What follows belongs to an exercise in optimizing a design on an open flow for small area, a short achievable clock period and few clock cycles; a production flow would make more cautious choices. The RTL was checked by simulation tests, not by an equivalence proof against the original design. No activity file was given, so power comes from the tool's default toggle rates.

==> inputs of v32 <==
==> flow/design.v <==
module modfield_unit (
  input  wire        clk,
  input  wire        rst,
  input  wire        start,
  input  wire [2:0]  op,
  input  wire [63:0] a,
  input  wire [63:0] b,
  input  wire [63:0] m,
  output wire        busy,
  output wire        done,
  output wire [63:0] result,
  output wire        err
);
  localparam [2:0] OP_MADD = 3'd0;
  localparam [2:0] OP_MSUB = 3'd1;
  localparam [2:0] OP_MMUL = 3'd2;
  localparam [2:0] OP_MPOW = 3'd3;
  localparam [2:0] OP_MINV = 3'd4;
  localparam integer I_IDLE  = 0;
  localparam integer I_RED   = 1;    
  localparam integer I_REDE  = 2;    
  localparam integer I_PST   = 3;    
  localparam integer I_MSET  = 4;    
  localparam integer I_MUL   = 5;    
  localparam integer I_NEG   = 6;    
  localparam integer I_ADD   = 7;    
  localparam integer I_ALIGN = 8;    
  localparam integer I_SUB   = 9;    
  localparam integer I_DONE  = 10;
  localparam integer NST     = 11;
  reg  [NST-1:0] st;
  reg  [2:0]  op_r;
  reg         redm;       
  reg         rb;         
  reg         sq;         
  reg  [63:0] M, X, Y, P, E;
  reg  [6:0]  cnt;
  reg  [6:0]  ecnt;
  reg         par;
  reg         xq;
  reg         err_r;
  assign busy   = !(st[I_IDLE] || st[I_DONE]);
  assign done   = st[I_DONE];
  assign result = P;
  assign err    = err_r;
  wire euc = st[I_ALIGN] || st[I_SUB];
  wire        dbl   = st[I_RED] || st[I_MUL];
  wire [63:0] N     = M;
  wire        v_y   = st[I_ADD] || (st[I_RED] && !redm && X[63]) ||
                      (st[I_MUL] && xq && !sq);
  wire        v_x   = st[I_MUL] && xq && sq;
  wire        v_b   = st[I_RED] && redm && X[63];
  wire [63:0] addv  = ({64{v_y}} & Y) | ({64{v_x}} & X) | {63'd0, v_b};
  wire [66:0] pv    = dbl ? {2'b0, P, 1'b0} : {3'b0, P};
  wire [66:0] av    = {3'b0, addv};
  wire [66:0] n1    = ~{3'b0, N};
  wire [66:0] n2    = ~{2'b0, N, 1'b0};
  wire [66:0] h1    = pv ^ av ^ n1;
  wire [66:0] c1    = {((pv[65:0] & av[65:0]) | (pv[65:0] & n1[65:0]) |
                        (av[65:0] & n1[65:0])), 1'b0};
  wire [66:0] h2    = pv ^ av ^ n2;
  wire [66:0] c2    = {((pv[65:0] & av[65:0]) | (pv[65:0] & n2[65:0]) |
                        (av[65:0] & n2[65:0])), 1'b0};
  wire [66:0] s0, s1, s2;
  pfx_add #(67) u_s0 (.a(pv), .b(av), .ci(1'b0), .s(s0));
  pfx_add #(67) u_s1 (.a(h1), .b(c1), .ci(1'b1), .s(s1));
  pfx_add #(67) u_s2 (.a(h2), .b(c2), .ci(1'b1), .s(s2));
  wire        ge1   = !s1[66];
  wire        ge2   = !s2[66];
  wire [63:0] step_next = ge2 ? s2[63:0] : (ge1 ? s1[63:0] : s0[63:0]);
  wire [7:0]  x8     = redm ? X[63:56] : 8'd0;
  wire [64:0] sk_v   = {1'b0, P[55:0], x8};
  wire        sk_lt  = (P[63:56] == 8'd0) && (sk_v < {1'b0, M});
  wire        skip   = sk_lt && (redm || (X[63:56] == 8'd0)) &&
                       (cnt[6:3] != 4'd0);
  wire [6:0]  c_red  = cnt - (skip ? 7'd8 : 7'd1);
  reg  [6:0]  mlen;
  integer     i;
  always @(*) begin
    mlen = 7'd0;
    for (i = 0; i < 64; i = i + 1)
      if (M[i]) mlen = i[6:0] + 7'd1;
  end
  wire [6:0]  xi      = st[I_MSET] ? mlen - 7'd1 : cnt - 7'd2;
  wire [63:0] xsrc    = st[I_MSET] ? P : X;
  wire        xq_next = xsrc[xi[5:0]];
  wire        e_norm = (ecnt == 7'd0) || E[63];
  wire        e_sk8  = (E[63:56] == 8'd0);
  wire [63:0] e_nx   = e_sk8 ? {E[55:0], 8'd0} : {E[62:0], 1'b0};
  wire [6:0]  ec_nx  = e_sk8 ? ((ecnt[6:3] != 4'd0) ? ecnt - 7'd8 : 7'd0)
                             : ecnt - 7'd1;
  wire        u_add  = st[I_SUB];
  wire [63:0] u_a    = u_add ? E : euc ? Y : M;
  wire [63:0] u_b    = u_add ? X : euc ? E : P;
  wire [63:0] u_s;
  pfx_add #(64, 6) u_us (.a(u_a), .b(u_add ? u_b : ~u_b), .ci(!u_add), .s(u_s));
  always @(posedge clk) begin
    if (rst) begin
      st <= {{(NST-1){1'b0}}, 1'b1};
    end else begin
      st <= {NST{1'b0}};
      if (st[I_IDLE] || st[I_DONE]) begin
        if (start) begin
          op_r  <= op;
          M     <= m;
          X     <= a;
          E     <= b;
          P     <= 64'd0;
          cnt   <= 7'd64;
          ecnt  <= 7'd64;
          redm  <= 1'b1;
          rb    <= 1'b0;
          err_r <= 1'b0;
          st[I_RED] <= 1'b1;
        end else begin
          st[I_IDLE] <= 1'b1;
        end
      end
      if (st[I_RED]) begin
        X   <= skip ? {X[55:0], 8'd0} : {X[62:0], 1'b0};
        cnt <= c_red;
        if (op_r == OP_MPOW && !e_norm) begin
          E    <= e_nx;
          ecnt <= ec_nx;
        end
        if (c_red == 7'd0) begin
          if (!redm)
            st[I_DONE] <= 1'b1;                  
          else if (rb)
            st[(op_r == OP_MSUB) ? I_NEG : I_ADD] <= 1'b1;
          else
            st[I_REDE] <= 1'b1;
        end else begin
          st[I_RED] <= 1'b1;
        end
      end
      if (st[I_REDE]) begin
        case (op_r)
          OP_MMUL: begin
            X    <= E;
            Y    <= P;
            P    <= 64'd0;
            cnt  <= 7'd64;
            redm <= 1'b0;
            st[I_RED] <= 1'b1;
          end
          OP_MPOW: begin
            st[I_PST] <= 1'b1;
          end
          OP_MINV: begin
            P    <= M;
            M    <= P;
            Y    <= M;
            E    <= 64'd0;
            X    <= 64'd1;
            cnt  <= 7'd0;
            par  <= 1'b1;
            st[I_ALIGN] <= 1'b1;
          end
          default: begin
            Y    <= P;
            X    <= E;
            P    <= 64'd0;
            cnt  <= 7'd64;
            rb   <= 1'b1;
            st[I_RED] <= 1'b1;
          end
        endcase
      end
      if (st[I_PST]) begin
        if (!e_norm) begin
          E    <= e_nx;
          ecnt <= ec_nx;
          st[I_PST] <= 1'b1;
        end else if (ecnt == 7'd0) begin
          P    <= 64'd1;
          st[I_DONE] <= 1'b1;
        end else begin
          Y    <= P;
          E    <= {E[62:0], 1'b0};
          ecnt <= ecnt - 7'd1;
          sq   <= 1'b1;
          if (ecnt == 7'd1)
            st[I_DONE] <= 1'b1;
          else
            st[I_MSET] <= 1'b1;
        end
      end
      if (st[I_MSET]) begin
        X   <= P;
        P   <= 64'd0;
        cnt <= mlen;
        xq  <= xq_next;
        st[I_MUL] <= 1'b1;
      end
      if (st[I_MUL]) begin
        cnt <= cnt - 7'd1;
        xq  <= xq_next;
        if (cnt == 7'd1) begin
          if (sq && E[63]) begin
            sq <= 1'b0;
            st[I_MSET] <= 1'b1;
          end else begin
            E    <= {E[62:0], 1'b0};
            ecnt <= ecnt - 7'd1;
            sq   <= 1'b1;
            if (ecnt == 7'd1)
              st[I_DONE] <= 1'b1;
            else
              st[I_MSET] <= 1'b1;
          end
        end else begin
          st[I_MUL] <= 1'b1;
        end
      end
      if (st[I_NEG]) begin
        P <= u_s;
        st[I_ADD] <= 1'b1;
      end
      if (st[I_ADD]) begin
        st[I_DONE] <= 1'b1;
      end
      if (st[I_ALIGN]) begin
        if (cnt == 7'd0 && M == 64'd0) begin
          err_r <= (P != 64'd1);
          P     <= par ? u_s : E;
          st[I_DONE] <= 1'b1;
        end else if (ge2 && !M[63]) begin
          cnt <= cnt + 7'd1;
          st[I_ALIGN] <= 1'b1;
        end else begin
          st[I_SUB] <= 1'b1;
        end
      end
      if (st[I_SUB]) begin
        par <= par ^ (cnt == 7'd0);
        if (cnt == 7'd0) begin
          P   <= M;
          E   <= X;
          st[I_ALIGN] <= 1'b1;
        end else begin
          M   <= {1'b0, M[63:1]};
          X   <= {1'b0, X[63:1]};
          cnt <= cnt - 7'd1;
          st[I_SUB] <= 1'b1;
        end
      end
      if (st[I_ALIGN] && !(cnt == 7'd0 && M == 64'd0) && ge2 && !M[63]) begin
        M <= {M[62:0], 1'b0};
        X <= {X[62:0], 1'b0};
      end
      if (st[I_SUB]) begin
        if (cnt == 7'd0) begin
          M <= step_next;
          X <= ge1 ? u_s : E;
        end else begin
          if (ge1) E <= u_s;
        end
      end
      if (st[I_RED])
        P <= skip ? {P[55:0], x8} : step_next;
      if (st[I_MUL] || st[I_ADD] || (st[I_SUB] && cnt != 7'd0))
        P <= step_next;
    end
  end
endmodule
module pfx_add #(parameter W = 67, parameter LV = 7) (
  input  wire [W-1:0] a,
  input  wire [W-1:0] b,
  input  wire         ci,
  output wire [W-1:0] s
);
  wire [W-1:0] g0 = a & b;
  wire [W-1:0] p0 = a ^ b;
  wire [W-1:0] gl [0:LV];
  wire [W-1:0] pl [0:LV];
  assign gl[0] = {g0[W-1:1], g0[0] | (p0[0] & ci)};
  assign pl[0] = p0;
  genvar l, j;
  generate
    for (l = 0; l < LV; l = l + 1) begin : lev
      for (j = 0; j < W; j = j + 1) begin : bit_
        if ((j >> l) & 1) begin : op
          assign gl[l+1][j] = gl[l][j] | (pl[l][j] & gl[l][((j >> l) << l) - 1]);
          assign pl[l+1][j] = pl[l][j] & pl[l][((j >> l) << l) - 1];
        end else begin : pass
          assign gl[l+1][j] = gl[l][j];
          assign pl[l+1][j] = pl[l][j];
        end
      end
    end
  endgenerate
  assign s = p0 ^ {gl[LV][W-2:0], ci};
endmodule
==> flow/run.sh <==
#!/bin/bash
# synth_recipe.tcl (not shown) runs the flow's synth.tcl, then flattens the netlist and writes it again
# the make line also repeats each setting of config.mk as NAME=value (left out here)
make -C /OpenROAD-flow-scripts/flow DESIGN_CONFIG=/design/flow/config.mk WORK_HOME=/design/flow/orfs CLKGATE_MAP_FILE= SYNTH_SCRIPT=/design/flow/synth_recipe.tcl finish
==> flow/config.mk <==
export PLATFORM = sky130hd
export DESIGN_NAME = modfield_unit
export DESIGN_NICKNAME = modfield_unit
export VERILOG_FILES = /design/flow/design.v
export SDC_FILE = /design/flow/constraint.sdc
export NUM_CORES = 4
export LEC_CHECK = 0
export CAP_MARGIN = 20
export CORE_MARGIN = 2
export CORE_UTILIZATION = 40
export PLACE_DENSITY = 0.6
export SETUP_SLACK_MARGIN = 5
export SLEW_MARGIN = 20
==> flow/constraint.sdc <==
create_clock -name core_clock -period 12.0 [get_ports {clk}]
set_input_delay 2.4000 -clock core_clock [delete_from_list [all_inputs] [get_ports {clk}]]
set_output_delay 2.4000 -clock core_clock [all_outputs]
set_load 0.01 [all_outputs]
==> v16: changes against v32 <==
--- a/flow/design.v
+++ b/flow/design.v
@@ -27,7 +27,8 @@
   localparam integer I_ALIGN = 8;    
   localparam integer I_SUB   = 9;    
   localparam integer I_DONE  = 10;
-  localparam integer NST     = 11;
+  localparam integer I_FIN   = 11;   
+  localparam integer NST     = 12;
   reg  [NST-1:0] st;
   reg  [2:0]  op_r;
   reg         redm;       
@@ -39,17 +40,20 @@
   reg         par;
   reg         xq;
   reg         err_r;
+  reg         dblq;       
+  reg         vyq;        
+  reg         vxq;        
+  reg         vbq;        
   assign busy   = !(st[I_IDLE] || st[I_DONE]);
   assign done   = st[I_DONE];
   assign result = P;
   assign err    = err_r;
   wire euc = st[I_ALIGN] || st[I_SUB];
-  wire        dbl   = st[I_RED] || st[I_MUL];
+  wire        dbl   = dblq;
   wire [63:0] N     = M;
-  wire        v_y   = st[I_ADD] || (st[I_RED] && !redm && X[63]) ||
-                      (st[I_MUL] && xq && !sq);
-  wire        v_x   = st[I_MUL] && xq && sq;
-  wire        v_b   = st[I_RED] && redm && X[63];
+  wire        v_y   = vyq;
+  wire        v_x   = vxq;
+  wire        v_b   = vbq;
   wire [63:0] addv  = ({64{v_y}} & Y) | ({64{v_x}} & X) | {63'd0, v_b};
   wire [66:0] pv    = dbl ? {2'b0, P, 1'b0} : {3'b0, P};
   wire [66:0] av    = {3'b0, addv};
@@ -74,14 +78,15 @@
   wire        skip   = sk_lt && (redm || (X[63:56] == 8'd0)) &&
                        (cnt[6:3] != 4'd0);
   wire [6:0]  c_red  = cnt - (skip ? 7'd8 : 7'd1);
-  reg  [6:0]  mlen;
+  wire        x63_nx = skip ? X[55] : X[62];
+  reg  [6:0]  plen;
   integer     i;
   always @(*) begin
-    mlen = 7'd0;
+    plen = 7'd0;
     for (i = 0; i < 64; i = i + 1)
-      if (M[i]) mlen = i[6:0] + 7'd1;
+      if (P[i]) plen = i[6:0] + 7'd1;
   end
-  wire [6:0]  xi      = st[I_MSET] ? mlen - 7'd1 : cnt - 7'd2;
+  wire [6:0]  xi      = st[I_MSET] ? plen - 7'd1 : cnt - 7'd2;
   wire [63:0] xsrc    = st[I_MSET] ? P : X;
   wire        xq_next = xsrc[xi[5:0]];
   wire        e_norm = (ecnt == 7'd0) || E[63];
@@ -89,9 +94,13 @@
   wire [63:0] e_nx   = e_sk8 ? {E[55:0], 8'd0} : {E[62:0], 1'b0};
   wire [6:0]  ec_nx  = e_sk8 ? ((ecnt[6:3] != 4'd0) ? ecnt - 7'd8 : 7'd0)
                              : ecnt - 7'd1;
-  wire        u_add  = st[I_SUB];
-  wire [63:0] u_a    = u_add ? E : euc ? Y : M;
-  wire [63:0] u_b    = u_add ? X : euc ? E : P;
+  wire        u_add  = euc;
+  wire [63:0] u_a    = u_add ? E : st[I_FIN] ? Y : M;
+  wire [63:0] u_b    = u_add ? X : st[I_FIN] ? E : P;
+  wire        m_zero = (M == 64'd0);
+  wire        al_fin = st[I_ALIGN] && cnt == 7'd0 && m_zero;
+  wire        al_up  = st[I_ALIGN] && !(cnt == 7'd0 && m_zero) && ge2 && !M[63];
+  wire        subact = st[I_SUB] || (st[I_ALIGN] && !(cnt == 7'd0 && m_zero) && !(ge2 && !M[63]));
   wire [63:0] u_s;
   pfx_add #(64, 6) u_us (.a(u_a), .b(u_add ? u_b : ~u_b), .ci(!u_add), .s(u_s));
   always @(posedge clk) begin
@@ -99,6 +108,10 @@
       st <= {{(NST-1){1'b0}}, 1'b1};
     end else begin
       st <= {NST{1'b0}};
+      dblq <= 1'b0;
+      vyq  <= 1'b0;
+      vxq  <= 1'b0;
+      vbq  <= 1'b0;
       if (st[I_IDLE] || st[I_DONE]) begin
         if (start) begin
           op_r  <= op;
@@ -111,6 +124,8 @@
           redm  <= 1'b1;
           rb    <= 1'b0;
           err_r <= 1'b0;
+          dblq  <= 1'b1;
+          vbq   <= a[63];
           st[I_RED] <= 1'b1;
         end else begin
           st[I_IDLE] <= 1'b1;
@@ -131,8 +146,13 @@
           else
             st[I_REDE] <= 1'b1;
         end else begin
+          dblq <= 1'b1;
+          vbq  <= redm && x63_nx;
+          vyq  <= !redm && x63_nx;
           st[I_RED] <= 1'b1;
         end
+        if (c_red == 7'd0 && rb && op_r != OP_MSUB)
+          vyq <= 1'b1;                           
       end
       if (st[I_REDE]) begin
         case (op_r)
@@ -142,6 +162,8 @@
             P    <= 64'd0;
             cnt  <= 7'd64;
             redm <= 1'b0;
+            dblq <= 1'b1;
+            vyq  <= E[63];
             st[I_RED] <= 1'b1;
           end
           OP_MPOW: begin
@@ -163,6 +185,8 @@
             P    <= 64'd0;
             cnt  <= 7'd64;
             rb   <= 1'b1;
+            dblq <= 1'b1;
+            vbq  <= E[63];
             st[I_RED] <= 1'b1;
           end
         endcase
@@ -189,8 +213,11 @@
       if (st[I_MSET]) begin
         X   <= P;
         P   <= 64'd0;
-        cnt <= mlen;
+        cnt <= (plen == 7'd0) ? 7'd1 : plen;
         xq  <= xq_next;
+        dblq <= 1'b1;
+        vyq  <= xq_next && !sq;
+        vxq  <= xq_next && sq;
         st[I_MUL] <= 1'b1;
       end
       if (st[I_MUL]) begin
@@ -210,56 +237,53 @@
               st[I_MSET] <= 1'b1;
           end
         end else begin
+          dblq <= 1'b1;
+          vyq  <= xq_next && !sq;
+          vxq  <= xq_next && sq;
           st[I_MUL] <= 1'b1;
         end
       end
       if (st[I_NEG]) begin
         P <= u_s;
+        vyq <= 1'b1;
         st[I_ADD] <= 1'b1;
       end
       if (st[I_ADD]) begin
         st[I_DONE] <= 1'b1;
       end
-      if (st[I_ALIGN]) begin
-        if (cnt == 7'd0 && M == 64'd0) begin
-          err_r <= (P != 64'd1);
-          P     <= par ? u_s : E;
-          st[I_DONE] <= 1'b1;
-        end else if (ge2 && !M[63]) begin
-          cnt <= cnt + 7'd1;
-          st[I_ALIGN] <= 1'b1;
-        end else begin
-          st[I_SUB] <= 1'b1;
-        end
+      if (st[I_FIN]) begin
+        err_r <= (P != 64'd1);
+        P     <= par ? u_s : E;
+        st[I_DONE] <= 1'b1;
+      end
+      if (al_fin)
+        st[I_FIN] <= 1'b1;
+      if (al_up) begin
+        cnt <= cnt + 7'd1;
+        M   <= {M[62:0], 1'b0};
+        X   <= {X[62:0], 1'b0};
+        st[I_ALIGN] <= 1'b1;
       end
-      if (st[I_SUB]) begin
+      if (subact) begin
         par <= par ^ (cnt == 7'd0);
         if (cnt == 7'd0) begin
           P   <= M;
           E   <= X;
+          M   <= step_next;
+          X   <= ge1 ? u_s : E;
           st[I_ALIGN] <= 1'b1;
         end else begin
+          P   <= step_next;
+          if (ge1) E <= u_s;
           M   <= {1'b0, M[63:1]};
           X   <= {1'b0, X[63:1]};
           cnt <= cnt - 7'd1;
           st[I_SUB] <= 1'b1;
         end
       end
-      if (st[I_ALIGN] && !(cnt == 7'd0 && M == 64'd0) && ge2 && !M[63]) begin
-        M <= {M[62:0], 1'b0};
-        X <= {X[62:0], 1'b0};
-      end
-      if (st[I_SUB]) begin
-        if (cnt == 7'd0) begin
-          M <= step_next;
-          X <= ge1 ? u_s : E;
-        end else begin
-          if (ge1) E <= u_s;
-        end
-      end
       if (st[I_RED])
         P <= skip ? {P[55:0], x8} : step_next;
-      if (st[I_MUL] || st[I_ADD] || (st[I_SUB] && cnt != 7'd0))
+      if (st[I_MUL] || st[I_ADD])
         P <= step_next;
     end
   end
==> flow/flow/run.sh (new file) <==
#!/bin/bash
set -e
MARGIN=6.0
bash standard.sh SETUP_SLACK_MARGIN=$MARGIN finish > standard.log 2>&1
==> flow/standard.sh (new file) <==
#!/bin/bash
# synth_recipe.tcl (not shown) runs the flow's synth.tcl, then flattens the netlist and writes it again
# the make line also repeats each setting of config.mk as NAME=value (left out here)
make -C /OpenROAD-flow-scripts/flow DESIGN_CONFIG=/design/flow/config.mk WORK_HOME=/design/flow/orfs CLKGATE_MAP_FILE= SYNTH_SCRIPT=/design/flow/synth_recipe.tcl "${@:-finish}"
removed: flow/run.sh
==> v27: changes against v32 <==
--- a/flow/design.v
+++ b/flow/design.v
@@ -27,7 +27,8 @@
   localparam integer I_ALIGN = 8;    
   localparam integer I_SUB   = 9;    
   localparam integer I_DONE  = 10;
-  localparam integer NST     = 11;
+  localparam integer I_FIN   = 11;   
+  localparam integer NST     = 12;
   reg  [NST-1:0] st;
   reg  [2:0]  op_r;
   reg         redm;       
@@ -39,17 +40,20 @@
   reg         par;
   reg         xq;
   reg         err_r;
+  reg         dblq;       
+  reg         vyq;        
+  reg         vxq;        
+  reg         vbq;        
   assign busy   = !(st[I_IDLE] || st[I_DONE]);
   assign done   = st[I_DONE];
   assign result = P;
   assign err    = err_r;
   wire euc = st[I_ALIGN] || st[I_SUB];
-  wire        dbl   = st[I_RED] || st[I_MUL];
+  wire        dbl   = dblq;
   wire [63:0] N     = M;
-  wire        v_y   = st[I_ADD] || (st[I_RED] && !redm && X[63]) ||
-                      (st[I_MUL] && xq && !sq);
-  wire        v_x   = st[I_MUL] && xq && sq;
-  wire        v_b   = st[I_RED] && redm && X[63];
+  wire        v_y   = vyq;
+  wire        v_x   = vxq;
+  wire        v_b   = vbq;
   wire [63:0] addv  = ({64{v_y}} & Y) | ({64{v_x}} & X) | {63'd0, v_b};
   wire [66:0] pv    = dbl ? {2'b0, P, 1'b0} : {3'b0, P};
   wire [66:0] av    = {3'b0, addv};
@@ -74,14 +78,15 @@
   wire        skip   = sk_lt && (redm || (X[63:56] == 8'd0)) &&
                        (cnt[6:3] != 4'd0);
   wire [6:0]  c_red  = cnt - (skip ? 7'd8 : 7'd1);
-  reg  [6:0]  mlen;
+  wire        x63_nx = skip ? X[55] : X[62];
+  reg  [6:0]  plen;
   integer     i;
   always @(*) begin
-    mlen = 7'd0;
+    plen = 7'd0;
     for (i = 0; i < 64; i = i + 1)
-      if (M[i]) mlen = i[6:0] + 7'd1;
+      if (P[i]) plen = i[6:0] + 7'd1;
   end
-  wire [6:0]  xi      = st[I_MSET] ? mlen - 7'd1 : cnt - 7'd2;
+  wire [6:0]  xi      = st[I_MSET] ? plen - 7'd1 : cnt - 7'd2;
   wire [63:0] xsrc    = st[I_MSET] ? P : X;
   wire        xq_next = xsrc[xi[5:0]];
   wire        e_norm = (ecnt == 7'd0) || E[63];
@@ -89,9 +94,13 @@
   wire [63:0] e_nx   = e_sk8 ? {E[55:0], 8'd0} : {E[62:0], 1'b0};
   wire [6:0]  ec_nx  = e_sk8 ? ((ecnt[6:3] != 4'd0) ? ecnt - 7'd8 : 7'd0)
                              : ecnt - 7'd1;
-  wire        u_add  = st[I_SUB];
-  wire [63:0] u_a    = u_add ? E : euc ? Y : M;
-  wire [63:0] u_b    = u_add ? X : euc ? E : P;
+  wire        u_add  = euc;
+  wire [63:0] u_a    = u_add ? E : st[I_FIN] ? Y : M;
+  wire [63:0] u_b    = u_add ? X : st[I_FIN] ? E : P;
+  wire        m_zero = (M == 64'd0);
+  wire        al_fin = st[I_ALIGN] && cnt == 7'd0 && m_zero;
+  wire        al_up  = st[I_ALIGN] && !(cnt == 7'd0 && m_zero) && ge2 && !M[63];
+  wire        subact = st[I_SUB] || (st[I_ALIGN] && !(cnt == 7'd0 && m_zero) && !(ge2 && !M[63]));
   wire [63:0] u_s;
   pfx_add #(64, 6) u_us (.a(u_a), .b(u_add ? u_b : ~u_b), .ci(!u_add), .s(u_s));
   always @(posedge clk) begin
@@ -99,6 +108,10 @@
       st <= {{(NST-1){1'b0}}, 1'b1};
     end else begin
       st <= {NST{1'b0}};
+      dblq <= 1'b0;
+      vyq  <= 1'b0;
+      vxq  <= 1'b0;
+      vbq  <= 1'b0;
       if (st[I_IDLE] || st[I_DONE]) begin
         if (start) begin
           op_r  <= op;
@@ -111,6 +124,8 @@
           redm  <= 1'b1;
           rb    <= 1'b0;
           err_r <= 1'b0;
+          dblq  <= 1'b1;
+          vbq   <= a[63];
           st[I_RED] <= 1'b1;
         end else begin
           st[I_IDLE] <= 1'b1;
@@ -131,8 +146,13 @@
           else
             st[I_REDE] <= 1'b1;
         end else begin
+          dblq <= 1'b1;
+          vbq  <= redm && x63_nx;
+          vyq  <= !redm && x63_nx;
           st[I_RED] <= 1'b1;
         end
+        if (c_red == 7'd0 && rb && op_r != OP_MSUB)
+          vyq <= 1'b1;                           
       end
       if (st[I_REDE]) begin
         case (op_r)
@@ -142,6 +162,8 @@
             P    <= 64'd0;
             cnt  <= 7'd64;
             redm <= 1'b0;
+            dblq <= 1'b1;
+            vyq  <= E[63];
             st[I_RED] <= 1'b1;
           end
           OP_MPOW: begin
@@ -163,6 +185,8 @@
             P    <= 64'd0;
             cnt  <= 7'd64;
             rb   <= 1'b1;
+            dblq <= 1'b1;
+            vbq  <= E[63];
             st[I_RED] <= 1'b1;
           end
         endcase
@@ -189,8 +213,11 @@
       if (st[I_MSET]) begin
         X   <= P;
         P   <= 64'd0;
-        cnt <= mlen;
+        cnt <= (plen == 7'd0) ? 7'd1 : plen;
         xq  <= xq_next;
+        dblq <= 1'b1;
+        vyq  <= xq_next && !sq;
+        vxq  <= xq_next && sq;
         st[I_MUL] <= 1'b1;
       end
       if (st[I_MUL]) begin
@@ -210,56 +237,53 @@
               st[I_MSET] <= 1'b1;
           end
         end else begin
+          dblq <= 1'b1;
+          vyq  <= xq_next && !sq;
+          vxq  <= xq_next && sq;
           st[I_MUL] <= 1'b1;
         end
       end
       if (st[I_NEG]) begin
         P <= u_s;
+        vyq <= 1'b1;
         st[I_ADD] <= 1'b1;
       end
       if (st[I_ADD]) begin
         st[I_DONE] <= 1'b1;
       end
-      if (st[I_ALIGN]) begin
-        if (cnt == 7'd0 && M == 64'd0) begin
-          err_r <= (P != 64'd1);
-          P     <= par ? u_s : E;
-          st[I_DONE] <= 1'b1;
-        end else if (ge2 && !M[63]) begin
-          cnt <= cnt + 7'd1;
-          st[I_ALIGN] <= 1'b1;
-        end else begin
-          st[I_SUB] <= 1'b1;
-        end
+      if (st[I_FIN]) begin
+        err_r <= (P != 64'd1);
+        P     <= par ? u_s : E;
+        st[I_DONE] <= 1'b1;
+      end
+      if (al_fin)
+        st[I_FIN] <= 1'b1;
+      if (al_up) begin
+        cnt <= cnt + 7'd1;
+        M   <= {M[62:0], 1'b0};
+        X   <= {X[62:0], 1'b0};
+        st[I_ALIGN] <= 1'b1;
       end
-      if (st[I_SUB]) begin
+      if (subact) begin
         par <= par ^ (cnt == 7'd0);
         if (cnt == 7'd0) begin
           P   <= M;
           E   <= X;
+          M   <= step_next;
+          X   <= ge1 ? u_s : E;
           st[I_ALIGN] <= 1'b1;
         end else begin
+          P   <= step_next;
+          if (ge1) E <= u_s;
           M   <= {1'b0, M[63:1]};
           X   <= {1'b0, X[63:1]};
           cnt <= cnt - 7'd1;
           st[I_SUB] <= 1'b1;
         end
       end
-      if (st[I_ALIGN] && !(cnt == 7'd0 && M == 64'd0) && ge2 && !M[63]) begin
-        M <= {M[62:0], 1'b0};
-        X <= {X[62:0], 1'b0};
-      end
-      if (st[I_SUB]) begin
-        if (cnt == 7'd0) begin
-          M <= step_next;
-          X <= ge1 ? u_s : E;
-        end else begin
-          if (ge1) E <= u_s;
-        end
-      end
       if (st[I_RED])
         P <= skip ? {P[55:0], x8} : step_next;
-      if (st[I_MUL] || st[I_ADD] || (st[I_SUB] && cnt != 7'd0))
+      if (st[I_MUL] || st[I_ADD])
         P <= step_next;
     end
   end
==> flow/flow/run.sh (new file) <==
#!/bin/bash
set -e
MARGIN=6.5
bash standard.sh SETUP_SLACK_MARGIN=$MARGIN finish > standard.log 2>&1
==> flow/standard.sh (new file) <==
#!/bin/bash
# synth_recipe.tcl (not shown) runs the flow's synth.tcl, then flattens the netlist and writes it again
# the make line also repeats each setting of config.mk as NAME=value (left out here)
make -C /OpenROAD-flow-scripts/flow DESIGN_CONFIG=/design/flow/config.mk WORK_HOME=/design/flow/orfs CLKGATE_MAP_FILE= SYNTH_SCRIPT=/design/flow/synth_recipe.tcl "${@:-finish}"
removed: flow/run.sh
==> parameters.txt <==
Parameter                              Value

Outcome
  Run status ... complete, no violations

Route
  Number of vias after detailed routing ... 70,000

Final layout
  Non-clock buffer instance count of the final layout ... 865
  Proportion of cell area occupied by registers ... 15.3%

Critical path
  Cell at the slowest stage of the critical path ... xnor2_1

Die
  Std cell rows ... 135

STA
  Measured slew at the worst slew-check pin ... 1.26 ns

Clocking
  Resize count post-CTS ... 350

Pwr
  Switching part of the total ... 56.5%
# the run above: v27

==> parameters.txt <==
Parameter                              Value

Pwr
  Switching part of the total ... 50.8%

Critical path
  Cell at the slowest stage of the critical path ... a2111oi_2

Outcome
  Run status ... complete, no violations

Final layout
  Proportion of cell area occupied by registers ... 18.0%
  Non-clock buffer instance count of the final layout ... 475

Route
  Number of vias after detailed routing ... 59,300
# the run above: v32

==> parameters.txt <==
Parameter                              Value

Final layout
  Proportion of cell area occupied by registers ... 17.0%
  ClkCell Share ... 2.55%
  Non-clock buffer instance count of the final layout ... 592
  Share of the final layout cell area in multi-input gates ... 64.5%

Route
  Number of vias after detailed routing ... 66,900

Outcome
  Run status ... complete, no violations

Die
  Std cell rows ... 135

Critical path
  Cell at the slowest stage of the critical path ... o21ai_0

Pwr
  Switching part of the total ... 57.7%

Global route
  All-Layer GR Usage ... 44.0%

STA
  Measured slew at the worst slew-check pin ... 1.30 ns
# the run above: v16

Testbench counts of v32, summed over its fixed seeds: cycles 530,544.
Testbench counts of v16, summed over its fixed seeds: cycles 461,493.
Testbench counts of v27, summed over its fixed seeds: cycles 461,493.

## port drivers added, routing unchanged
The results above use ideal ports. As a check the final layouts listed here were re-extracted and re-timed, cells and wires unchanged.
Step 1: set_driving_cell puts a clkbuf_16 on clk and a buf_2 on each other input, an assumption about the parent block.
Step 2 also shifts input and output timing later by t, the mid clock arrival at the registers, as if the neighbouring blocks saw the same clock.
a / b / c = no drivers / after step 1 / after step 2; a / b = the first two.
run | t (ns) | slack for setup (ns) | worst setup path at the end | clock arrival spread, ns | worst slew at a driven data input, ns
v32 | 0.768 | 5.018 / 5.018 / 5.018 | register to register | 0.060 / 0.060 | 0.07
v16 | 0.740 | 5.916 / 5.916 / 5.487 | input to register | 0.028 / 0.028 | 0.07
v27 | 0.718 | 6.175 / 6.175 / 5.798 | input to register | 0.035 / 0.035 | 0.06
After both steps setup and hold are still met in every run listed. The setup slack of v16, which loses most, moves by 0.000 ns with the drivers and by -0.429 ns with both steps.
